What follows belongs to an exercise in optimizing a design on an open flow for small area, a short achievable clock period and few clock cycles; a production flow would make more cautious choices. In this exercise RTL edits were held to simulation tests only and were not proved equivalent to the original. Power is estimated from default activity; no workload was simulated.

==> flow/design.v, too long to show whole: its modules and the start of the top module <==
// module gcg_sine_rom: 80 lines
// module gcg_freq_rom: 138 lines
// module gcg_ms_enc: 36 lines
// module gcg_ms_dec: 73 lines
// module gcg_synth: 642 lines
module gcg_synth (
    input  wire        clk,
    input  wire        rst,           
    input  wire        sample_tick,   
    output wire        ready,
    input  wire [16:0] stream_len,    
    output wire        mem_req,
    output wire [15:0] mem_addr,
    input  wire        mem_ack,
    input  wire [7:0]  mem_rdata,
    output reg         sample_valid,
    output reg  [7:0]  sample_out,
    output reg         stream_end,
    output wire        halted
);
  // ...
==> flow/run.sh <==
#!/bin/bash
# synth_recipe.tcl (not shown) runs the flow's synth.tcl, then flattens the netlist and writes it again
# the make line also repeats each setting of config.mk as NAME=value (left out here)
make -C /OpenROAD-flow-scripts/flow DESIGN_CONFIG=/design/flow/config.mk WORK_HOME=/design/flow/orfs CLKGATE_MAP_FILE= SYNTH_SCRIPT=/design/flow/synth_recipe.tcl finish
==> flow/config.mk <==
export PLATFORM = sky130hd
export DESIGN_NAME = gcg_synth
export DESIGN_NICKNAME = gcg_synth
export VERILOG_FILES = /design/flow/design.v
export SDC_FILE = /design/flow/constraint.sdc
export NUM_CORES = 4
export LEC_CHECK = 0
export CAP_MARGIN = 20
export CORE_MARGIN = 2
export CORE_UTILIZATION = 45
export SETUP_SLACK_MARGIN = 5
export SLEW_MARGIN = 20
==> flow/constraint.sdc <==
create_clock -name core_clock -period 10.0 [get_ports {clk}]
set_input_delay 2.0000 -clock core_clock [delete_from_list [all_inputs] [get_ports {clk}]]
set_output_delay 2.0000 -clock core_clock [all_outputs]
set_load 0.01 [all_outputs]
==> out/qor.txt, run 1 <==
Status -> no timing/DRC/antenna violations
Cell Rows -> 182
Synth Area in XOR/XNOR -> 0.0518
Reg2reg end -> p2_a[0][7]$_DFF_P_
Seq group -> 6.66 mW
CTS Buf Count -> 175
Signal buffers share of area -> 0.0229
Met2 usage -> 0.456
Most flops, register -> pre_s
Seq/total area -> 0.312
Layout Nets -> 13300
Area of the multi-input gates -> 67600 um^2
GRT Total Usage -> 0.282
Worst reg2reg path depth -> 15
Final Cycle Share -> 0.486
Clock sink count -> 1541
Drt pass-1 iters -> 7
Multi-input combinational area share -> 0.554
RR Startpoint -> p1_o[0][2]$_DFFE_PP_
Tot Pwr -> 14.8 mW
TAP cells -> 3220
Most frequent cells in the layout -> nand2_1, nor2_1, inv_1
Initial antenna violation count -> 27
Non-Filler Instances -> 15300
Post-synth top area share -> 0.192
# DRC -> 0
Grt met3 use -> 0.0568
Post-synth EDFFs -> 710
Placed Instance Area -> 115000 um^2
FF/Latch Area -> 38000 um^2
Commonest non-fill, non-tap cell in the layout -> nand2_1
Multi-input gate count -> 8960
Most used routing layer -> met2
Die Area -> 251000 um^2
Testbench counts, summed over its fixed seeds: cycles 16,887.
==> inputs of run 2 (changes only) <==
--- a/flow/design.v
+++ b/flow/design.v
@@ -320,16 +320,658 @@
             6'd59: ticks = 14'd3998;
             6'd60: ticks = 14'd5331;
             6'd61: ticks = 14'd7998;
             6'd62: ticks = 14'd15998;
             default: ticks = 14'd0;
         endcase
     end
 endmodule
+module gcg_scale (
+    input  wire [7:0] v,
+    input  wire [7:0] s,
+    output wire [7:0] o
+);
+    wire sc_1 = (v[0] & s[0]);
+    wire sc_2 = (v[1] & s[0]);
+    wire sc_3 = (v[0] & s[1]);
+    wire sc_4 = (v[2] & s[0]);
+    wire sc_5 = (v[1] & s[1]);
+    wire sc_6 = (v[0] & s[2]);
+    wire sc_7 = (v[3] & s[0]);
+    wire sc_8 = (v[2] & s[1]);
+    wire sc_9 = (v[1] & s[2]);
+    wire sc_10 = (v[0] & s[3]);
+    wire sc_11 = (v[4] & s[0]);
+    wire sc_12 = (v[3] & s[1]);
+    wire sc_13 = (v[2] & s[2]);
+    wire sc_14 = (v[1] & s[3]);
+    wire sc_15 = (v[0] & s[4]);
+    wire sc_16 = (v[5] & s[0]);
+    wire sc_17 = (v[4] & s[1]);
+    wire sc_18 = (v[3] & s[2]);
+    wire sc_19 = (v[2] & s[3]);
+    wire sc_20 = (v[1] & s[4]);
+    wire sc_21 = (v[0] & s[5]);
+    wire sc_22 = (v[6] & s[0]);
+    wire sc_23 = (v[5] & s[1]);
+    wire sc_24 = (v[4] & s[2]);
+    wire sc_25 = (v[3] & s[3]);
+    wire sc_26 = (v[2] & s[4]);
+    wire sc_27 = (v[1] & s[5]);
+    wire sc_28 = (v[0] & s[6]);
+    wire sc_29 = (v[7] & s[0]);
+    wire sc_30 = (v[6] & s[1]);
+    wire sc_31 = (v[5] & s[2]);
+    wire sc_32 = (v[4] & s[3]);
+    wire sc_33 = (v[3] & s[4]);
+    wire sc_34 = (v[2] & s[5]);
+    wire sc_35 = (v[1] & s[6]);
+    wire sc_36 = (v[0] & s[7]);
+    wire sc_37 = (v[7] & s[1]);
+    wire sc_38 = (v[6] & s[2]);
+    wire sc_39 = (v[5] & s[3]);
+    wire sc_40 = (v[4] & s[4]);
+    wire sc_41 = (v[3] & s[5]);
+    wire sc_42 = (v[2] & s[6]);
+    wire sc_43 = (v[1] & s[7]);
+    wire sc_44 = (v[7] & s[2]);
+    wire sc_45 = (v[6] & s[3]);
+    wire sc_46 = (v[5] & s[4]);
+    wire sc_47 = (v[4] & s[5]);
+    wire sc_48 = (v[3] & s[6]);
+    wire sc_49 = (v[2] & s[7]);
+    wire sc_50 = (v[7] & s[3]);
+    wire sc_51 = (v[6] & s[4]);
+    wire sc_52 = (v[5] & s[5]);
+    wire sc_53 = (v[4] & s[6]);
+    wire sc_54 = (v[3] & s[7]);
+    wire sc_55 = (v[7] & s[4]);
+    wire sc_56 = (v[6] & s[5]);
+    wire sc_57 = (v[5] & s[6]);
+    wire sc_58 = (v[4] & s[7]);
+    wire sc_59 = (v[7] & s[5]);
+    wire sc_60 = (v[6] & s[6]);
+    wire sc_61 = (v[5] & s[7]);
+    wire sc_62 = (v[7] & s[6]);
+    wire sc_63 = (v[6] & s[7]);
+    wire sc_64 = (v[7] & s[7]);
+    wire sc_65 = sc_22 ^ sc_23;
+    wire sc_66 = sc_22 & sc_23;
+    wire sc_67 = sc_29 ^ sc_30 ^ sc_31;
+    wire sc_68 = (sc_29 & sc_30) | (sc_29 & sc_31) | (sc_30 & sc_31);
+    wire sc_69 = sc_32 ^ sc_33;
+    wire sc_70 = sc_32 & sc_33;
+    wire sc_71 = sc_37 ^ sc_38 ^ sc_39;
+    wire sc_72 = (sc_37 & sc_38) | (sc_37 & sc_39) | (sc_38 & sc_39);
+    wire sc_73 = sc_40 ^ sc_41 ^ sc_42;
+    wire sc_74 = (sc_40 & sc_41) | (sc_40 & sc_42) | (sc_41 & sc_42);
+    wire sc_75 = sc_44 ^ sc_45 ^ sc_46;
+    wire sc_76 = (sc_44 & sc_45) | (sc_44 & sc_46) | (sc_45 & sc_46);
+    wire sc_77 = sc_11 ^ sc_12;
+    wire sc_78 = sc_11 & sc_12;
+    wire sc_79 = sc_16 ^ sc_17 ^ sc_18;
+    wire sc_80 = (sc_16 & sc_17) | (sc_16 & sc_18) | (sc_17 & sc_18);
+    wire sc_81 = sc_19 ^ sc_20;
+    wire sc_82 = sc_19 & sc_20;
+    wire sc_83 = sc_24 ^ sc_25 ^ sc_26;
+    wire sc_84 = (sc_24 & sc_25) | (sc_24 & sc_26) | (sc_25 & sc_26);
+    wire sc_85 = sc_27 ^ sc_28 ^ sc_65;
+    wire sc_86 = (sc_27 & sc_28) | (sc_27 & sc_65) | (sc_28 & sc_65);
+    wire sc_87 = sc_34 ^ sc_35 ^ sc_36;
+    wire sc_88 = (sc_34 & sc_35) | (sc_34 & sc_36) | (sc_35 & sc_36);
+    wire sc_89 = sc_67 ^ sc_69 ^ sc_66;
+    wire sc_90 = (sc_67 & sc_69) | (sc_67 & sc_66) | (sc_69 & sc_66);
+    wire sc_91 = ~(sc_43 ^ sc_71);
+    wire sc_92 = sc_43 | sc_71;
+    wire sc_93 = sc_73 ^ sc_68 ^ sc_70;
+    wire sc_94 = (sc_73 & sc_68) | (sc_73 & sc_70) | (sc_68 & sc_70);
+    wire sc_95 = sc_47 ^ sc_48 ^ sc_49;
+    wire sc_96 = (sc_47 & sc_48) | (sc_47 & sc_49) | (sc_48 & sc_49);
+    wire sc_97 = sc_75 ^ sc_72 ^ sc_74;
+    wire sc_98 = (sc_75 & sc_72) | (sc_75 & sc_74) | (sc_72 & sc_74);
+    wire sc_99 = sc_50 ^ sc_51 ^ sc_52;
+    wire sc_100 = (sc_50 & sc_51) | (sc_50 & sc_52) | (sc_51 & sc_52);
+    wire sc_101 = sc_53 ^ sc_54 ^ sc_76;
+    wire sc_102 = (sc_53 & sc_54) | (sc_53 & sc_76) | (sc_54 & sc_76);
+    wire sc_103 = sc_55 ^ sc_56 ^ sc_57;
+    wire sc_104 = (sc_55 & sc_56) | (sc_55 & sc_57) | (sc_56 & sc_57);
+    wire sc_105 = sc_7 ^ sc_8;
+    wire sc_106 = sc_7 & sc_8;
+    wire sc_107 = sc_13 ^ sc_14 ^ sc_15;
+    wire sc_108 = (sc_13 & sc_14) | (sc_13 & sc_15) | (sc_14 & sc_15);
+    wire sc_109 = sc_21 ^ sc_79 ^ sc_81;
+    wire sc_110 = (sc_21 & sc_79) | (sc_21 & sc_81) | (sc_79 & sc_81);
+    wire sc_111 = sc_83 ^ sc_85 ^ sc_80;
+    wire sc_112 = (sc_83 & sc_85) | (sc_83 & sc_80) | (sc_85 & sc_80);
+    wire sc_113 = sc_87 ^ sc_89 ^ sc_84;
+    wire sc_114 = (sc_87 & sc_89) | (sc_87 & sc_84) | (sc_89 & sc_84);
+    wire sc_115 = sc_91 ^ sc_93 ^ sc_88;
+    wire sc_116 = (sc_91 & sc_93) | (sc_91 & sc_88) | (sc_93 & sc_88);
+    wire sc_117 = sc_95 ^ sc_97 ^ sc_92;
+    wire sc_118 = (sc_95 & sc_97) | (sc_95 & sc_92) | (sc_97 & sc_92);
+    wire sc_119 = sc_99 ^ sc_101 ^ sc_96;
+    wire sc_120 = (sc_99 & sc_101) | (sc_99 & sc_96) | (sc_101 & sc_96);
+    wire sc_121 = sc_58 ^ sc_103 ^ sc_100;
+    wire sc_122 = (sc_58 & sc_103) | (sc_58 & sc_100) | (sc_103 & sc_100);
+    wire sc_123 = sc_59 ^ sc_60 ^ sc_61;
+    wire sc_124 = (sc_59 & sc_60) | (sc_59 & sc_61) | (sc_60 & sc_61);
+    wire sc_125 = sc_4 ^ sc_5;
+    wire sc_126 = sc_4 & sc_5;
+    wire sc_127 = sc_9 ^ sc_10 ^ sc_105;
+    wire sc_128 = (sc_9 & sc_10) | (sc_9 & sc_105) | (sc_10 & sc_105);
+    wire sc_129 = sc_77 ^ sc_107 ^ sc_106;
+    wire sc_130 = (sc_77 & sc_107) | (sc_77 & sc_106) | (sc_107 & sc_106);
+    wire sc_131 = sc_78 ^ sc_109 ^ sc_108;
+    wire sc_132 = (sc_78 & sc_109) | (sc_78 & sc_108) | (sc_109 & sc_108);
+    wire sc_133 = sc_82 ^ sc_111 ^ sc_110;
+    wire sc_134 = (sc_82 & sc_111) | (sc_82 & sc_110) | (sc_111 & sc_110);
+    wire sc_135 = sc_86 ^ sc_113 ^ sc_112;
+    wire sc_136 = (sc_86 & sc_113) | (sc_86 & sc_112) | (sc_113 & sc_112);
+    wire sc_137 = sc_90 ^ sc_115 ^ sc_114;
+    wire sc_138 = (sc_90 & sc_115) | (sc_90 & sc_114) | (sc_115 & sc_114);
+    wire sc_139 = sc_94 ^ sc_117 ^ sc_116;
+    wire sc_140 = (sc_94 & sc_117) | (sc_94 & sc_116) | (sc_117 & sc_116);
+    wire sc_141 = sc_98 ^ sc_119 ^ sc_118;
+    wire sc_142 = (sc_98 & sc_119) | (sc_98 & sc_118) | (sc_119 & sc_118);
+    wire sc_143 = sc_102 ^ sc_121 ^ sc_120;
+    wire sc_144 = (sc_102 & sc_121) | (sc_102 & sc_120) | (sc_121 & sc_120);
+    wire sc_145 = sc_104 ^ sc_123 ^ sc_122;
+    wire sc_146 = (sc_104 & sc_123) | (sc_104 & sc_122) | (sc_123 & sc_122);
+    wire sc_147 = sc_62 ^ sc_63 ^ sc_124;
+    wire sc_148 = (sc_62 & sc_63) | (sc_62 & sc_124) | (sc_63 & sc_124);
+    wire sc_149 = sc_2 & sc_3;
+    wire sc_150 = sc_2 ^ sc_3;
+    wire sc_151 = sc_6 & sc_125;
+    wire sc_152 = sc_6 ^ sc_125;
+    wire sc_153 = sc_127 & sc_126;
+    wire sc_154 = sc_127 ^ sc_126;
+    wire sc_155 = sc_129 & sc_128;
+    wire sc_156 = sc_129 ^ sc_128;
+    wire sc_157 = sc_131 & sc_130;
+    wire sc_158 = sc_131 ^ sc_130;
+    wire sc_159 = sc_133 & sc_132;
+    wire sc_160 = sc_133 ^ sc_132;
+    wire sc_161 = sc_135 & sc_134;
+    wire sc_162 = sc_135 ^ sc_134;
+    wire sc_163 = sc_137 & sc_136;
+    wire sc_164 = sc_137 ^ sc_136;
+    wire sc_165 = sc_139 & sc_138;
+    wire sc_166 = sc_139 ^ sc_138;
+    wire sc_167 = sc_141 & sc_140;
+    wire sc_168 = sc_141 ^ sc_140;
+    wire sc_169 = sc_143 & sc_142;
+    wire sc_170 = sc_143 ^ sc_142;
+    wire sc_171 = sc_145 & sc_144;
+    wire sc_172 = sc_145 ^ sc_144;
+    wire sc_173 = sc_147 & sc_146;
+    wire sc_174 = sc_147 ^ sc_146;
+    wire sc_175 = sc_64 & sc_148;
+    wire sc_176 = sc_64 ^ sc_148;
+    wire sc_177 = sc_149 | (sc_150 & 1'b0);
+    wire sc_178 = sc_150 & sc_1;
+    wire sc_179 = sc_153 | (sc_154 & sc_151);
+    wire sc_180 = sc_154 & sc_152;
+    wire sc_181 = sc_157 | (sc_158 & sc_155);
+    wire sc_182 = sc_158 & sc_156;
+    wire sc_183 = sc_161 | (sc_162 & sc_159);
+    wire sc_184 = sc_162 & sc_160;
+    wire sc_185 = sc_165 | (sc_166 & sc_163);
+    wire sc_186 = sc_166 & sc_164;
+    wire sc_187 = sc_169 | (sc_170 & sc_167);
+    wire sc_188 = sc_170 & sc_168;
+    wire sc_189 = sc_173 | (sc_174 & sc_171);
+    wire sc_190 = sc_174 & sc_172;
+    wire sc_191 = sc_151 | (sc_152 & sc_177);
+    wire sc_192 = sc_152 & sc_178;
+    wire sc_193 = sc_179 | (sc_180 & sc_177);
+    wire sc_194 = sc_180 & sc_178;
+    wire sc_195 = sc_159 | (sc_160 & sc_181);
+    wire sc_196 = sc_160 & sc_182;
+    wire sc_197 = sc_183 | (sc_184 & sc_181);
+    wire sc_198 = sc_184 & sc_182;
+    wire sc_199 = sc_167 | (sc_168 & sc_185);
+    wire sc_200 = sc_168 & sc_186;
+    wire sc_201 = sc_187 | (sc_188 & sc_185);
+    wire sc_202 = sc_188 & sc_186;
+    wire sc_203 = sc_175 | (sc_176 & sc_189);
+    wire sc_204 = sc_176 & sc_190;
+    wire sc_205 = sc_155 | (sc_156 & sc_193);
+    wire sc_206 = sc_156 & sc_194;
+    wire sc_207 = sc_181 | (sc_182 & sc_193);
+    wire sc_208 = sc_182 & sc_194;
+    wire sc_209 = sc_195 | (sc_196 & sc_193);
+    wire sc_210 = sc_196 & sc_194;
+    wire sc_211 = sc_197 | (sc_198 & sc_193);
+    wire sc_212 = sc_198 & sc_194;
+    wire sc_213 = sc_171 | (sc_172 & sc_201);
+    wire sc_214 = sc_172 & sc_202;
+    wire sc_215 = sc_189 | (sc_190 & sc_201);
+    wire sc_216 = sc_190 & sc_202;
+    wire sc_217 = sc_203 | (sc_204 & sc_201);
+    wire sc_218 = sc_204 & sc_202;
+    wire sc_219 = sc_163 | (sc_164 & sc_211);
+    wire sc_220 = sc_164 & sc_212;
+    wire sc_221 = sc_185 | (sc_186 & sc_211);
+    wire sc_222 = sc_186 & sc_212;
+    wire sc_223 = sc_199 | (sc_200 & sc_211);
+    wire sc_224 = sc_200 & sc_212;
+    wire sc_225 = sc_201 | (sc_202 & sc_211);
+    wire sc_226 = sc_202 & sc_212;
+    wire sc_227 = sc_213 | (sc_214 & sc_211);
+    wire sc_228 = sc_214 & sc_212;
+    wire sc_229 = sc_215 | (sc_216 & sc_211);
+    wire sc_230 = sc_216 & sc_212;
+    wire sc_231 = sc_217 | (sc_218 & sc_211);
+    wire sc_232 = sc_218 & sc_212;
+    wire sc_233 = sc_164 ^ sc_211;
+    wire sc_234 = sc_166 ^ sc_219;
+    wire sc_235 = sc_168 ^ sc_221;
+    wire sc_236 = sc_170 ^ sc_223;
+    wire sc_237 = sc_172 ^ sc_225;
+    wire sc_238 = sc_174 ^ sc_227;
+    wire sc_239 = sc_176 ^ sc_229;
+    wire sc_240 = 1'b0 ^ sc_231;
+    wire [7:0] hi = {sc_240, sc_239, sc_238, sc_237, sc_236, sc_235, sc_234, sc_233};
+    assign o = (v == 8'd0 || s == 8'd0) ? 8'd0 : hi;
+endmodule
+module gcg_remap (
+    input  wire [10:0] S,
+    output wire [7:0]  m
+);
+    wire rm_1 = ~S[0];
+    wire rm_2 = ~S[1];
+    wire rm_3 = ~S[2];
+    wire rm_4 = ~S[0];
+    wire rm_5 = ~S[3];
+    wire rm_6 = ~S[1];
+    wire rm_7 = ~S[4];
+    wire rm_8 = ~S[0];
+    wire rm_9 = ~S[2];
+    wire rm_10 = ~S[5];
+    wire rm_11 = ~S[1];
+    wire rm_12 = ~S[3];
+    wire rm_13 = ~S[6];
+    wire rm_14 = ~S[0];
+    wire rm_15 = ~S[2];
+    wire rm_16 = ~S[4];
+    wire rm_17 = ~S[7];
+    wire rm_18 = ~S[1];
+    wire rm_19 = ~S[3];
+    wire rm_20 = ~S[5];
+    wire rm_21 = ~S[8];
+    wire rm_22 = ~S[2];
+    wire rm_23 = ~S[4];
+    wire rm_24 = ~S[6];
+    wire rm_25 = ~S[9];
+    wire rm_26 = ~S[0];
+    wire rm_27 = ~S[3];
+    wire rm_28 = ~S[5];
+    wire rm_29 = ~S[7];
+    wire rm_30 = ~S[10];
+    wire rm_31 = ~S[1];
+    wire rm_32 = ~S[4];
+    wire rm_33 = ~S[6];
+    wire rm_34 = ~S[8];
+    wire rm_35 = ~S[0];
+    wire rm_36 = ~S[2];
+    wire rm_37 = ~S[5];
+    wire rm_38 = ~S[7];
+    wire rm_39 = ~S[9];
+    wire rm_40 = ~S[1];
+    wire rm_41 = ~S[3];
+    wire rm_42 = ~S[6];
+    wire rm_43 = ~S[8];
+    wire rm_44 = ~S[10];
+    wire rm_45 = ~S[0];
+    wire rm_46 = ~S[2];
+    wire rm_47 = ~S[4];
+    wire rm_48 = ~S[7];
+    wire rm_49 = ~S[9];
+    wire rm_50 = ~S[1];
+    wire rm_51 = ~S[3];
+    wire rm_52 = ~S[5];
+    wire rm_53 = ~S[8];
+    wire rm_54 = ~S[10];
+    wire rm_55 = S[0];
+    wire rm_56 = ~S[2];
+    wire rm_57 = ~S[4];
+    wire rm_58 = ~S[6];
+    wire rm_59 = ~S[9];
+    wire rm_60 = S[1];
+    wire rm_61 = ~S[3];
+    wire rm_62 = ~S[5];
+    wire rm_63 = ~S[7];
+    wire rm_64 = ~S[10];
+    wire rm_65 = S[2];
+    wire rm_66 = ~S[4];
+    wire rm_67 = ~S[6];
+    wire rm_68 = ~S[8];
+    wire rm_69 = S[3];
+    wire rm_70 = ~S[5];
+    wire rm_71 = ~S[7];
+    wire rm_72 = ~S[9];
+    wire rm_73 = S[4];
+    wire rm_74 = ~S[6];
+    wire rm_75 = ~S[8];
+    wire rm_76 = ~S[10];
+    wire rm_77 = S[5];
+    wire rm_78 = ~S[7];
+    wire rm_79 = ~S[9];
+    wire rm_80 = S[6];
+    wire rm_81 = ~S[8];
+    wire rm_82 = ~S[10];
+    wire rm_83 = S[7];
+    wire rm_84 = ~S[9];
+    wire rm_85 = S[8];
+    wire rm_86 = ~S[10];
+    wire rm_87 = S[9];
+    wire rm_88 = S[10];
+    wire rm_89 = rm_14 ^ rm_15;
+    wire rm_90 = rm_14 & rm_15;
+    wire rm_91 = rm_18 ^ rm_19;
+    wire rm_92 = rm_18 & rm_19;
+    wire rm_93 = rm_22 ^ rm_23;
+    wire rm_94 = rm_22 & rm_23;
+    wire rm_95 = rm_26 ^ rm_27 ^ rm_28;
+    wire rm_96 = (rm_26 & rm_27) | (rm_26 & rm_28) | (rm_27 & rm_28);
+    wire rm_97 = rm_29 ^ rm_30;
+    wire rm_98 = rm_29 & rm_30;
+    wire rm_99 = rm_31 ^ rm_32 ^ rm_33;
+    wire rm_100 = (rm_31 & rm_32) | (rm_31 & rm_33) | (rm_32 & rm_33);
+    wire rm_101 = ~rm_34;
+    wire rm_102 = rm_35 ^ rm_36 ^ rm_37;
+    wire rm_103 = (rm_35 & rm_36) | (rm_35 & rm_37) | (rm_36 & rm_37);
+    wire rm_104 = rm_38 ^ rm_39;
+    wire rm_105 = rm_38 & rm_39;
+    wire rm_106 = rm_40 ^ rm_41 ^ rm_42;
+    wire rm_107 = (rm_40 & rm_41) | (rm_40 & rm_42) | (rm_41 & rm_42);
+    wire rm_108 = rm_43 ^ rm_44;
+    wire rm_109 = rm_43 & rm_44;
+    wire rm_110 = rm_45 ^ rm_46 ^ rm_47;
+    wire rm_111 = (rm_45 & rm_46) | (rm_45 & rm_47) | (rm_46 & rm_47);
+    wire rm_112 = rm_48 ^ rm_49;
+    wire rm_113 = rm_48 & rm_49;
+    wire rm_114 = rm_50 ^ rm_51 ^ rm_52;
+    wire rm_115 = (rm_50 & rm_51) | (rm_50 & rm_52) | (rm_51 & rm_52);
+    wire rm_116 = rm_53 ^ rm_54;
+    wire rm_117 = rm_53 & rm_54;
+    wire rm_118 = rm_55 ^ rm_56 ^ rm_57;
+    wire rm_119 = (rm_55 & rm_56) | (rm_55 & rm_57) | (rm_56 & rm_57);
+    wire rm_120 = ~(rm_58 ^ rm_59);
+    wire rm_121 = rm_58 | rm_59;
+    wire rm_122 = rm_60 ^ rm_61 ^ rm_62;
+    wire rm_123 = (rm_60 & rm_61) | (rm_60 & rm_62) | (rm_61 & rm_62);
+    wire rm_124 = ~(rm_63 ^ rm_64);
+    wire rm_125 = rm_63 | rm_64;
+    wire rm_126 = rm_65 ^ rm_66 ^ rm_67;
+    wire rm_127 = (rm_65 & rm_66) | (rm_65 & rm_67) | (rm_66 & rm_67);
+    wire rm_128 = rm_69 ^ rm_70 ^ rm_71;
+    wire rm_129 = (rm_69 & rm_70) | (rm_69 & rm_71) | (rm_70 & rm_71);
+    wire rm_130 = rm_73 ^ rm_74 ^ rm_75;
+    wire rm_131 = (rm_73 & rm_74) | (rm_73 & rm_75) | (rm_74 & rm_75);
+    wire rm_132 = rm_8 ^ rm_9;
+    wire rm_133 = rm_8 & rm_9;
+    wire rm_134 = rm_11 ^ rm_12;
+    wire rm_135 = rm_11 & rm_12;
+    wire rm_136 = ~(rm_16 ^ rm_17);
+    wire rm_137 = rm_16 | rm_17;
+    wire rm_138 = rm_20 ^ rm_21 ^ rm_91;
+    wire rm_139 = (rm_20 & rm_21) | (rm_20 & rm_91) | (rm_21 & rm_91);
+    wire rm_140 = rm_24 ^ rm_25 ^ rm_93;
+    wire rm_141 = (rm_24 & rm_25) | (rm_24 & rm_93) | (rm_25 & rm_93);
+    wire rm_142 = ~(rm_95 ^ rm_97);
+    wire rm_143 = rm_95 | rm_97;
+    wire rm_144 = rm_99 ^ rm_101 ^ rm_96;
+    wire rm_145 = (rm_99 & rm_101) | (rm_99 & rm_96) | (rm_101 & rm_96);
+    wire rm_146 = rm_102 ^ rm_104 ^ rm_100;
+    wire rm_147 = (rm_102 & rm_104) | (rm_102 & rm_100) | (rm_104 & rm_100);
+    wire rm_148 = rm_106 ^ rm_108 ^ rm_103;
+    wire rm_149 = (rm_106 & rm_108) | (rm_106 & rm_103) | (rm_108 & rm_103);
+    wire rm_150 = rm_110 ^ rm_112 ^ rm_107;
+    wire rm_151 = (rm_110 & rm_112) | (rm_110 & rm_107) | (rm_112 & rm_107);
+    wire rm_152 = rm_114 ^ rm_116 ^ rm_111;
+    wire rm_153 = (rm_114 & rm_116) | (rm_114 & rm_111) | (rm_116 & rm_111);
+    wire rm_154 = rm_118 ^ rm_120 ^ rm_115;
+    wire rm_155 = (rm_118 & rm_120) | (rm_118 & rm_115) | (rm_120 & rm_115);
+    wire rm_156 = rm_122 ^ rm_124 ^ rm_119;
+    wire rm_157 = (rm_122 & rm_124) | (rm_122 & rm_119) | (rm_124 & rm_119);
+    wire rm_158 = rm_68 ^ rm_126 ^ rm_123;
+    wire rm_159 = (rm_68 & rm_126) | (rm_68 & rm_123) | (rm_126 & rm_123);
+    wire rm_160 = ~(rm_72 ^ rm_128);
+    wire rm_161 = rm_72 | rm_128;
+    wire rm_162 = ~(rm_76 ^ rm_130);
+    wire rm_163 = rm_76 | rm_130;
+    wire rm_164 = rm_77 ^ rm_78 ^ rm_79;
+    wire rm_165 = (rm_77 & rm_78) | (rm_77 & rm_79) | (rm_78 & rm_79);
+    wire rm_166 = rm_80 ^ rm_81 ^ rm_82;
+    wire rm_167 = (rm_80 & rm_81) | (rm_80 & rm_82) | (rm_81 & rm_82);
+    wire rm_168 = rm_4 ^ rm_5;
+    wire rm_169 = rm_4 & rm_5;
+    wire rm_170 = rm_6 ^ rm_7;
+    wire rm_171 = rm_6 & rm_7;
+    wire rm_172 = ~(rm_10 ^ rm_132);
+    wire rm_173 = rm_10 | rm_132;
+    wire rm_174 = rm_13 ^ rm_134 ^ rm_133;
+    wire rm_175 = (rm_13 & rm_134) | (rm_13 & rm_133) | (rm_134 & rm_133);
+    wire rm_176 = rm_89 ^ rm_136 ^ rm_135;
+    wire rm_177 = (rm_89 & rm_136) | (rm_89 & rm_135) | (rm_136 & rm_135);
+    wire rm_178 = rm_90 ^ rm_138 ^ rm_137;
+    wire rm_179 = (rm_90 & rm_138) | (rm_90 & rm_137) | (rm_138 & rm_137);
+    wire rm_180 = rm_92 ^ rm_140 ^ rm_139;
+    wire rm_181 = (rm_92 & rm_140) | (rm_92 & rm_139) | (rm_140 & rm_139);
+    wire rm_182 = rm_94 ^ rm_142 ^ rm_141;
+    wire rm_183 = (rm_94 & rm_142) | (rm_94 & rm_141) | (rm_142 & rm_141);
+    wire rm_184 = rm_98 ^ rm_144 ^ rm_143;
+    wire rm_185 = (rm_98 & rm_144) | (rm_98 & rm_143) | (rm_144 & rm_143);
+    wire rm_186 = rm_34 ^ rm_146 ^ rm_145;
+    wire rm_187 = (rm_34 & rm_146) | (rm_34 & rm_145) | (rm_146 & rm_145);
+    wire rm_188 = rm_105 ^ rm_148 ^ rm_147;
+    wire rm_189 = (rm_105 & rm_148) | (rm_105 & rm_147) | (rm_148 & rm_147);
+    wire rm_190 = rm_109 ^ rm_150 ^ rm_149;
+    wire rm_191 = (rm_109 & rm_150) | (rm_109 & rm_149) | (rm_150 & rm_149);
+    wire rm_192 = rm_113 ^ rm_152 ^ rm_151;
+    wire rm_193 = (rm_113 & rm_152) | (rm_113 & rm_151) | (rm_152 & rm_151);
+    wire rm_194 = rm_117 ^ rm_154 ^ rm_153;
+    wire rm_195 = (rm_117 & rm_154) | (rm_117 & rm_153) | (rm_154 & rm_153);
+    wire rm_196 = rm_121 ^ rm_156 ^ rm_155;
+    wire rm_197 = (rm_121 & rm_156) | (rm_121 & rm_155) | (rm_156 & rm_155);
+    wire rm_198 = rm_125 ^ rm_158 ^ rm_157;
+    wire rm_199 = (rm_125 & rm_158) | (rm_125 & rm_157) | (rm_158 & rm_157);
+    wire rm_200 = rm_127 ^ rm_160 ^ rm_159;
+    wire rm_201 = (rm_127 & rm_160) | (rm_127 & rm_159) | (rm_160 & rm_159);
+    wire rm_202 = rm_129 ^ rm_162 ^ rm_161;
+    wire rm_203 = (rm_129 & rm_162) | (rm_129 & rm_161) | (rm_162 & rm_161);
+    wire rm_204 = rm_131 ^ rm_164 ^ rm_163;
+    wire rm_205 = (rm_131 & rm_164) | (rm_131 & rm_163) | (rm_164 & rm_163);
+    wire rm_206 = ~(rm_166 ^ rm_165);
+    wire rm_207 = rm_166 | rm_165;
+    wire rm_208 = rm_83 ^ rm_84 ^ rm_167;
+    wire rm_209 = (rm_83 & rm_84) | (rm_83 & rm_167) | (rm_84 & rm_167);
+    wire rm_210 = ~(rm_85 ^ rm_86);
+    wire rm_211 = rm_85 | rm_86;
+    wire rm_212 = ~rm_1;
+    wire rm_213 = ~rm_168;
+    wire rm_214 = rm_170 & rm_169;
+    wire rm_215 = rm_170 ^ rm_169;
+    wire rm_216 = rm_172 & rm_171;
+    wire rm_217 = rm_172 ^ rm_171;
+    wire rm_218 = rm_174 & rm_173;
+    wire rm_219 = rm_174 ^ rm_173;
+    wire rm_220 = rm_176 & rm_175;
+    wire rm_221 = rm_176 ^ rm_175;
+    wire rm_222 = rm_178 & rm_177;
+    wire rm_223 = rm_178 ^ rm_177;
+    wire rm_224 = rm_180 & rm_179;
+    wire rm_225 = rm_180 ^ rm_179;
+    wire rm_226 = rm_182 & rm_181;
+    wire rm_227 = rm_182 ^ rm_181;
+    wire rm_228 = rm_184 & rm_183;
+    wire rm_229 = rm_184 ^ rm_183;
+    wire rm_230 = rm_186 & rm_185;
+    wire rm_231 = rm_186 ^ rm_185;
+    wire rm_232 = rm_188 & rm_187;
+    wire rm_233 = rm_188 ^ rm_187;
+    wire rm_234 = rm_190 & rm_189;
+    wire rm_235 = rm_190 ^ rm_189;
+    wire rm_236 = rm_192 & rm_191;
+    wire rm_237 = rm_192 ^ rm_191;
+    wire rm_238 = rm_194 & rm_193;
+    wire rm_239 = rm_194 ^ rm_193;
+    wire rm_240 = rm_196 & rm_195;
+    wire rm_241 = rm_196 ^ rm_195;
+    wire rm_242 = rm_198 & rm_197;
+    wire rm_243 = rm_198 ^ rm_197;
+    wire rm_244 = rm_200 & rm_199;
+    wire rm_245 = rm_200 ^ rm_199;
+    wire rm_246 = rm_202 & rm_201;
+    wire rm_247 = rm_202 ^ rm_201;
+    wire rm_248 = rm_204 & rm_203;
+    wire rm_249 = rm_204 ^ rm_203;
+    wire rm_250 = rm_206 & rm_205;
+    wire rm_251 = rm_206 ^ rm_205;
+    wire rm_252 = rm_208 & rm_207;
+    wire rm_253 = rm_208 ^ rm_207;
+    wire rm_254 = rm_210 & rm_209;
+    wire rm_255 = rm_210 ^ rm_209;
+    wire rm_256 = rm_87 & rm_211;
+    wire rm_257 = rm_87 ^ rm_211;
+    wire rm_258 = ~rm_88;
+    wire rm_259 = rm_2 & rm_1;
+    wire rm_260 = rm_2 & rm_212;
+    wire rm_261 = rm_168 | (rm_213 & 1'b0);
+    wire rm_262 = rm_213 & rm_3;
+    wire rm_263 = rm_216 | (rm_217 & rm_214);
+    wire rm_264 = rm_217 & rm_215;
+    wire rm_265 = rm_220 | (rm_221 & rm_218);
+    wire rm_266 = rm_221 & rm_219;
+    wire rm_267 = rm_224 | (rm_225 & rm_222);
+    wire rm_268 = rm_225 & rm_223;
+    wire rm_269 = rm_228 | (rm_229 & rm_226);
+    wire rm_270 = rm_229 & rm_227;
+    wire rm_271 = rm_232 | (rm_233 & rm_230);
+    wire rm_272 = rm_233 & rm_231;
+    wire rm_273 = rm_236 | (rm_237 & rm_234);
+    wire rm_274 = rm_237 & rm_235;
+    wire rm_275 = rm_240 | (rm_241 & rm_238);
+    wire rm_276 = rm_241 & rm_239;
+    wire rm_277 = rm_244 | (rm_245 & rm_242);
+    wire rm_278 = rm_245 & rm_243;
+    wire rm_279 = rm_248 | (rm_249 & rm_246);
+    wire rm_280 = rm_249 & rm_247;
+    wire rm_281 = rm_252 | (rm_253 & rm_250);
+    wire rm_282 = rm_253 & rm_251;
+    wire rm_283 = rm_256 | (rm_257 & rm_254);
+    wire rm_284 = rm_257 & rm_255;
+    wire rm_285 = rm_3 & rm_259;
+    wire rm_286 = rm_3 & rm_260;
+    wire rm_287 = rm_261 | (rm_262 & rm_259);
+    wire rm_288 = rm_262 & rm_260;
+    wire rm_289 = rm_218 | (rm_219 & rm_263);
+    wire rm_290 = rm_219 & rm_264;
+    wire rm_291 = rm_265 | (rm_266 & rm_263);
+    wire rm_292 = rm_266 & rm_264;
+    wire rm_293 = rm_226 | (rm_227 & rm_267);
+    wire rm_294 = rm_227 & rm_268;
+    wire rm_295 = rm_269 | (rm_270 & rm_267);
+    wire rm_296 = rm_270 & rm_268;
+    wire rm_297 = rm_234 | (rm_235 & rm_271);
+    wire rm_298 = rm_235 & rm_272;
+    wire rm_299 = rm_273 | (rm_274 & rm_271);
+    wire rm_300 = rm_274 & rm_272;
+    wire rm_301 = rm_242 | (rm_243 & rm_275);
+    wire rm_302 = rm_243 & rm_276;
+    wire rm_303 = rm_277 | (rm_278 & rm_275);
+    wire rm_304 = rm_278 & rm_276;
+    wire rm_305 = rm_250 | (rm_251 & rm_279);
+    wire rm_306 = rm_251 & rm_280;
+    wire rm_307 = rm_281 | (rm_282 & rm_279);
+    wire rm_308 = rm_282 & rm_280;
+    wire rm_309 = rm_88 | (rm_258 & rm_283);
+    wire rm_310 = rm_258 & rm_284;
+    wire rm_311 = rm_214 | (rm_215 & rm_287);
+    wire rm_312 = rm_215 & rm_288;
+    wire rm_313 = rm_263 | (rm_264 & rm_287);
+    wire rm_314 = rm_264 & rm_288;
+    wire rm_315 = rm_289 | (rm_290 & rm_287);
+    wire rm_316 = rm_290 & rm_288;
+    wire rm_317 = rm_291 | (rm_292 & rm_287);
+    wire rm_318 = rm_292 & rm_288;
+    wire rm_319 = rm_230 | (rm_231 & rm_295);
+    wire rm_320 = rm_231 & rm_296;
+    wire rm_321 = rm_271 | (rm_272 & rm_295);
+    wire rm_322 = rm_272 & rm_296;
+    wire rm_323 = rm_297 | (rm_298 & rm_295);
+    wire rm_324 = rm_298 & rm_296;
+    wire rm_325 = rm_299 | (rm_300 & rm_295);
+    wire rm_326 = rm_300 & rm_296;
+    wire rm_327 = rm_246 | (rm_247 & rm_303);
+    wire rm_328 = rm_247 & rm_304;
+    wire rm_329 = rm_279 | (rm_280 & rm_303);
+    wire rm_330 = rm_280 & rm_304;
+    wire rm_331 = rm_305 | (rm_306 & rm_303);
+    wire rm_332 = rm_306 & rm_304;
+    wire rm_333 = rm_307 | (rm_308 & rm_303);
+    wire rm_334 = rm_308 & rm_304;
+    wire rm_335 = rm_222 | (rm_223 & rm_317);
+    wire rm_336 = rm_223 & rm_318;
+    wire rm_337 = rm_267 | (rm_268 & rm_317);
+    wire rm_338 = rm_268 & rm_318;
+    wire rm_339 = rm_293 | (rm_294 & rm_317);
+    wire rm_340 = rm_294 & rm_318;
+    wire rm_341 = rm_295 | (rm_296 & rm_317);
+    wire rm_342 = rm_296 & rm_318;
+    wire rm_343 = rm_319 | (rm_320 & rm_317);
+    wire rm_344 = rm_320 & rm_318;
+    wire rm_345 = rm_321 | (rm_322 & rm_317);
+    wire rm_346 = rm_322 & rm_318;
+    wire rm_347 = rm_323 | (rm_324 & rm_317);
+    wire rm_348 = rm_324 & rm_318;
+    wire rm_349 = rm_325 | (rm_326 & rm_317);
+    wire rm_350 = rm_326 & rm_318;
+    wire rm_351 = rm_254 | (rm_255 & rm_333);
+    wire rm_352 = rm_255 & rm_334;
+    wire rm_353 = rm_283 | (rm_284 & rm_333);
+    wire rm_354 = rm_284 & rm_334;
+    wire rm_355 = rm_309 | (rm_310 & rm_333);
+    wire rm_356 = rm_310 & rm_334;
+    wire rm_357 = rm_238 | (rm_239 & rm_349);
+    wire rm_358 = rm_239 & rm_350;
+    wire rm_359 = rm_275 | (rm_276 & rm_349);
+    wire rm_360 = rm_276 & rm_350;
+    wire rm_361 = rm_301 | (rm_302 & rm_349);
+    wire rm_362 = rm_302 & rm_350;
+    wire rm_363 = rm_303 | (rm_304 & rm_349);
+    wire rm_364 = rm_304 & rm_350;
+    wire rm_365 = rm_327 | (rm_328 & rm_349);
+    wire rm_366 = rm_328 & rm_350;
+    wire rm_367 = rm_329 | (rm_330 & rm_349);
+    wire rm_368 = rm_330 & rm_350;
+    wire rm_369 = rm_331 | (rm_332 & rm_349);
+    wire rm_370 = rm_332 & rm_350;
+    wire rm_371 = rm_333 | (rm_334 & rm_349);
+    wire rm_372 = rm_334 & rm_350;
+    wire rm_373 = rm_351 | (rm_352 & rm_349);
+    wire rm_374 = rm_352 & rm_350;
+    wire rm_375 = rm_353 | (rm_354 & rm_349);
+    wire rm_376 = rm_354 & rm_350;
+    wire rm_377 = rm_355 | (rm_356 & rm_349);
+    wire rm_378 = rm_356 & rm_350;
+    wire rm_379 = rm_243 ^ rm_359;
+    wire rm_380 = rm_245 ^ rm_361;
+    wire rm_381 = rm_247 ^ rm_363;
+    wire rm_382 = rm_249 ^ rm_365;
+    wire rm_383 = rm_251 ^ rm_367;
+    wire rm_384 = rm_253 ^ rm_369;
+    wire rm_385 = rm_255 ^ rm_371;
+    wire rm_386 = rm_257 ^ rm_373;
+    wire rm_387 = rm_258 ^ rm_375;
+    wire [8:0] q = {rm_387, rm_386, rm_385, rm_384, rm_383, rm_382, rm_381, rm_380, rm_379};
+    assign m = q[8] ? 8'd255 : q[7:0];
+endmodule
 module gcg_synth (
     input  wire        clk,
     input  wire        rst,           
     input  wire        sample_tick,   
     output wire        ready,
     input  wire [16:0] stream_len,    
     output wire        mem_req,
     output wire [15:0] mem_addr,
@@ -376,29 +1018,16 @@
     reg [15:0] cursor;
     reg        at_end;              
     reg        halted_r;            
     reg        halted_o;
     reg [31:0] noise;
     integer i, j, k;
     reg        rst_r;
     always @(posedge clk) rst_r <= rst;
-    function [7:0] scale;
-        input [7:0] v;
-        input [7:0] s;
-        reg [15:0] p;
-        integer b;
-        begin
-            p = 16'd256;
-            for (b = 0; b < 8; b = b + 1)
-                p = p + ((s[b] ? {8'd0, v} : 16'd0) << b);
-            if (v == 8'd0 || s == 8'd0) scale = 8'd0;
-            else                        scale = p[15:8];
-        end
-    endfunction
     function [2:0] cmd_last;         
         input [3:0] c;
         begin
             case (c)
                 C_NOP, C_NOTEOFF, C_EOS, C_SWRESET, C_RESETOSC: cmd_last = 3'd0;
                 C_TEMPO, C_JUMP:                                cmd_last = 3'd2;
                 C_ADSRVALS:                                     cmd_last = 3'd7;
                 default:                                        cmd_last = 3'd1;
@@ -428,17 +1057,17 @@
     wire       accept    = ready_r && !b_dead && sample_tick && !halted_r;
     assign ready    = ready_r && !b_dead;
     assign halted   = halted_o;
     reg        b_fetch;             
     reg        b_exec;              
     reg        b_dead;              
     reg [2:0]  byte_idx;
     reg [7:0]  op;
-    reg [55:0] sh;                  
+    reg [23:0] sh;                  
     reg [2:0]  burst_left;
     reg [23:0] pk;                  
     reg        top_direct;
     reg [5:0]  enc_a, enc_d;
     assign mem_req  = b_fetch;
     assign mem_addr = cursor;
     wire [3:0]  cmd   = op[7:4];
     wire [3:0]  ch    = op[3:0];
@@ -658,31 +1287,38 @@
     reg        p1_v, p1_e, p2_v, p2_e, p3_v, p3_e, p4_v, p4_e, p5_v, p5_e;
     reg [7:0]  p1_o [0:N-1];
     reg [7:0]  p2_a [0:N-1];
     reg [7:0]  p3_b [0:N-1];
     reg [7:0]  p3_g, p4_g, p5_g;
     reg [10:0] p4_sum;
     reg [7:0]  p5_m;
     wire [10:0] b_sum = p3_b[0] + p3_b[1] + p3_b[2] + p3_b[3] + p3_b[4] + p3_b[5];
-    wire [27:0] m_x    = {17'd0, p4_sum};
-    wire [27:0] m_prod = (m_x << 16) - (m_x << 14) - (m_x << 12) - (m_x << 10)
-                       - (m_x << 7) - (m_x << 5) - (m_x << 3) - m_x;
-    wire [8:0]  m_full = m_prod[26:18];
+    wire [7:0]  sc_a [0:N-1];
+    wire [7:0]  sc_b [0:N-1];
+    wire [7:0]  m_out, s_out;
+    generate
+        for (g = 0; g < N; g = g + 1) begin : g_mix
+            gcg_scale u_sa (.v(p1_o[g]), .s(v_value[g]), .o(sc_a[g]));
+            gcg_scale u_sb (.v(p2_a[g]), .s(v_vol[g]),   .o(sc_b[g]));
+        end
+    endgenerate
+    gcg_remap u_remap (.S(p4_sum), .m(m_out));
+    gcg_scale u_so (.v(p5_m), .s(p5_g), .o(s_out));
     always @(posedge clk) begin
         for (i = 0; i < N; i = i + 1) begin
-            p2_a[i] <= v_byp[i] ? p1_o[i] : scale(p1_o[i], v_value[i]);
-            p3_b[i] <= scale(p2_a[i], v_vol[i]);
+            p2_a[i] <= v_byp[i] ? p1_o[i] : sc_a[i];
+            p3_b[i] <= sc_b[i];
         end
         p3_g   <= gvol;
         p4_sum <= b_sum;
         p4_g   <= p3_g;
-        p5_m   <= m_full[8] ? 8'd255 : m_full[7:0];
+        p5_m   <= m_out;
         p5_g   <= p4_g;
-        sample_out <= scale(p5_m, p5_g);
+        sample_out <= s_out;
         if (rst) begin
             p1_v <= 1'b0; p1_e <= 1'b0;
             p2_v <= 1'b0; p2_e <= 1'b0;
             p3_v <= 1'b0; p3_e <= 1'b0;
             p4_v <= 1'b0; p4_e <= 1'b0;
             p5_v <= 1'b0; p5_e <= 1'b0;
             sample_valid <= 1'b0;
             stream_end   <= 1'b0;
@@ -791,17 +1427,17 @@
                     cursor <= cursor + 16'd1;
                     if (byte_idx == 3'd0) begin
                         op <= mem_rdata;
                         if (cmd_last(mem_rdata[7:4]) == 3'd0)
                             b_exec <= 1'b1;
                         else
                             byte_idx <= 3'd1;
                     end else begin
-                        sh <= {sh[47:0], mem_rdata};
+                        sh <= {sh[15:0], mem_rdata};
                         if (byte_idx == cmd_last(cmd)) begin
                             byte_idx <= 3'd0;
                             b_exec   <= 1'b1;
                             if (cmd == C_JUMP)  cursor  <= {sh[7:0], mem_rdata};
                         end else begin
                             byte_idx <= byte_idx + 3'd1;
                         end
                     end
==> run 2 against run 1 <==
Effect of this change: still clean; register-to-register slack worse by 120 ps; hold slack got worse by 1.0 ps; synthesized area down 0.63%; non-clock buffer count decreased by 16; critical path type unchanged; critical endpoint is now pk[23]$_SDFFCE_PN0P_.
==> out/qor.txt, run 2 <==
Yosys reg bits -> 1541
Post-synth ARST share -> 0
Internal cell power -> 10.8 mW
GRT Total Usage -> 0.281 (-0.000750)
VDD IR max -> 0.000193 V
Seq/Total Area, Yosys -> 0.344
CTS tree -> yes
Final Cycle Share -> 0.498 (+0.0125)
Gate power share -> 0.049
Ratio of cells with drive above 1 in the final layout -> 0.0732
Clock transition at the registers of the reported paths -> 60 ps
Fmax -> 201 MHz
H-Tree Depth -> 4
Clock share of power -> 0.484
CP required -> 10760 ps
Worst EP arrival -> 5740 ps
Slowest CP cell -> or4_1
P per Cell Area -> 117 nW/um^2
Post-DR wirelength/cell -> 23.6 um
CTS max path bufs -> 3
Most flops, register -> pre_s
Most frequent cell after synthesis -> nor2_1
Area of the multi-input gates -> 66900 um^2 (-0.90%)
Most frequent cells in the layout -> nor2_1, inv_1, nand2_1
Yosys warns -> 59
Minimum clock period -> 4980 ps
Worst Max-Slew Pin Slew -> 1250 ps
Commonest non-fill, non-tap cell in the layout -> nor2_1
Post-synth net total -> 13300
First-pass GRT wire length -> 545000 um
Largest net degree at the start of global routing -> 80
Area of the mapped netlist -> 110000 um^2
Via-to-Cell Ratio -> 6.04
Core area -> 243000 um^2
Total grt overflow -> 0
Die Area -> 249000 um^2 (-0.63%)
Kind of critical path -> flop to flop
Area grow syn2layout -> 10.1%
Hold_sp -> p3_g[4]$_DFF_P_
Vias in the first global route -> 89700
RR Startpoint -> op[4]$_DFFE_PP_
I/O pins -> 58
Die width -> 499 um
Max reg flops -> 128
Via Count -> 92100
Post-synth top cells -> nor2_1, inv_1, nand2_1, dfxtp_1, and2_1
Worst reg2reg path depth -> 25 (+10)
Post-synth top area share -> 0.193 (+0.00123)
Drt pass-1 iters -> 9 (+2)
Sequential share of power -> 0.466
Synth Flop Type -> dfxtp_1
Post-synth top area cell -> edfxtp_1
Placed Instance Area -> 115000 um^2 (-0.19%)
CP endpoint kind -> flop
Hold Fails Final Rpt -> 0
Reg2reg end -> pk[23]$_SDFFCE_PN0P_
Slowest stage delay, CP -> 410 ps
Layout Nets -> 13200 (-0.99%)
Min-Delay Endpoint -> p4_g[4]$_DFF_P_
1st-iter DRT viols -> 8816
Hpwl dp -> 257000 um
Post-route setup TNS -> 0 ps
Setup violators final -> 0
Worst hold path type -> flop to flop
Ranking of synthesized cells by area -> edfxtp_1, dfxtp_1, fa_1
Psw -> 3.37 mW
Gp weighted congestion -> 0.954
Final Slew Violations -> 0
Starting density of the core -> 0.453
WL final -> 361000 um
Final clock skew -> 140 ps
Rel. slew slack -> 0.163
# DRC -> 0 (unchanged)
Initial antenna violation count -> 12 (-56%)
Cell count of the worst hold path -> 0
Leak Pwr -> 49.0 nW
Filler Cell Count -> 22400
RSZ-0062 raised after global routing -> yes
Cell Rows -> 181 (-0.55%)
Cell count after synthesis -> 12000
PortBufs -> 57
Max Cap Viol -> 0
Clock sink count -> 1541 (unchanged)
Yosys cell types -> 114
Clk latency of the worst-skew pair -> 940 ps
Final instance area -> 122000 um^2
CP Launch Type -> flop
R2r setup slk -> 5020 ps
Syn_area_per_cell -> 9.17 um^2
Root buf cell -> clkbuf_16
Post-synth EDFFs -> 710 (unchanged)
Die height -> 499 um
Status -> no timing/DRC/antenna violations
Switching share of total power -> 0.238
FF/Latch Area -> 38000 um^2 (about the same)
Crit-path max FO -> 7
Antenna-violating nets left -> 0
CTS Buf Count -> 171 (-2.3%)
## run 2: changes by cell type after synthesis, sizes merged, moves of 30 or more
cell,change
xor2,+52
nand2,-456
ha,-97
xnor2,-82
o22ai,+33
and2,+449
a21oi,+30
o21ai,+44
clkbuf,-120
inv,+73
## run 2: area by class of cell
| class | count | share of cell area |
|---|---|---|
| sequential | 1541 | 0.313 |
| timing repair buffer | 333 | 0.0222 |
| clock buffer | 212 | 0.0384 |
| tap | 3202 | 0.0330 |
| multi-input combinational | 8882 | 0.551 |
| clock inverter | 108 | 0.0126 |
| antenna | 6 | 0.000124 |
| inverter | 977 | 0.0303 |
## run 2: kinds of logic after synthesis
kind of cell / synth area share
AO/OA/AOI/OAI: 0.167
adder cells (fa/ha/maj): 0.176
AND/OR/NAND/NOR: 0.177
multiplexers: 0.0302
buffers and inverters: 0.0560
flip-flops: 0.344
XOR/XNOR: 0.0495
## run 2: how the worst max path moves through the flow
stage	start	endpoint	slack, ps	cells past startpoint
after floorplan	sh[2]$_DFFE_PP_	pk[23]$_SDFFCE_PN0P_	4820	26
after global placement	op[4]$_DFFE_PP_	pk[23]$_SDFFCE_PN0P_	3870	25
after detailed placement	op[6]$_DFFE_PP_	pk[23]$_SDFFCE_PN0P_	3890	25
after CTS	op[4]$_DFFE_PP_	pk[23]$_SDFFCE_PN0P_	4940	25
after global routing	op[4]$_DFFE_PP_	pk[23]$_SDFFCE_PN0P_	4780	25
final	op[4]$_DFFE_PP_	pk[23]$_SDFFCE_PN0P_	5020	25
## run 2: power by group through the flow
stage	sequential (mW)	combinational [mW]	clock, mW
global route	6.61	0.776	7.19
floorplan	6.71	0.535	0
CTS	6.61	0.692	6.94
detailed placement	6.74	0.688	0
finish	6.61	0.701	6.86
global placement	6.74	0.678	0
## run 2: repair_timing
item / CTS / global route
endpoints found under the setup margin: 71 / 156
hold buffers: 0 / 0
gates resized for setup: 12 / 68
pin swaps: 3 / 26
setup buffers: 10 / 47
## run 2: critical path, delay by kind of cell, from the launching register on
family,cells,cell delay [ps]
and+or+nand+nor,6,1450
adders and majority gates,4,920
buffers and inverters,5,410
AOI/OAI and AO/OA,10,1680
DFF,1,390
## run 2: through the flow
step / hold slack [ps] / power, mW / setup WS (ps) / std cells / util
6_report: 325 / 14.2 / 5020 / 15300 / 0.499
3_3_place_gp: 311 / 7.42 / 3870 / 14900 / 0.470
2_1_floorplan: 310 / 7.25 / 4820 / 12000 / -
4_1_cts: 326 / 14.2 / 4940 / 15200 / 0.496
5_1_grt: 329 / 14.6 / 4780 / 15300 / 0.499
3_5_place_dp: 313 / 7.43 / 3890 / 14900 / 0.471
## run 2: per-layer routing
metal / GRT usage / vias up / share of wire
met3: 0.0451 / 736 / 0.077
li1: - / 42000 / -
met1: 0.374 / 45700 / 0.42
met2: 0.459 / 3676 / 0.46
met4: 0.105 / 8 / 0.040
met5: 0 / - / 0.00016
Testbench counts of run 2, summed over its fixed seeds: cycles 16,887.

[separate check: timing with driven ports]
How much do the figures lean on ideal ports? The routed layouts below were timed once more, with nothing changed but the port constraints.
Step 1 (the two cells are an assumption about what drives the block):
set clk [get_ports {clk}]
set_driving_cell -lib_cell sky130_fd_sc_hd__clkbuf_16 $clk
set_driving_cell -lib_cell sky130_fd_sc_hd__buf_2 [delete_from_list [all_inputs] $clk]
Step 2, shift: input delay + t, output delay - t, t = (earliest + latest rising clock arrival at the registers) / 2. This alone moves slack from input paths to output paths.
a / b / c = ideal / step 1 / step 2; a / b = the first two.
run | t (ns) | setup WS [ns] | hold slack, ns | slew at the worst register clock pin (ns)
run 1 | 0.954 | 5.141 / 5.141 / 4.696 | 0.326 / 0.326 / 0.326 | 0.07 / 0.07
run 2 | 0.958 | 5.016 / 5.016 / 4.807 | 0.325 / 0.325 / 0.325 | 0.07 / 0.07
After both steps every run listed still meets setup and hold. For run 1, which loses most, drivers alone change the setup slack by 0.000 ns; drivers and shift together by -0.445 ns.
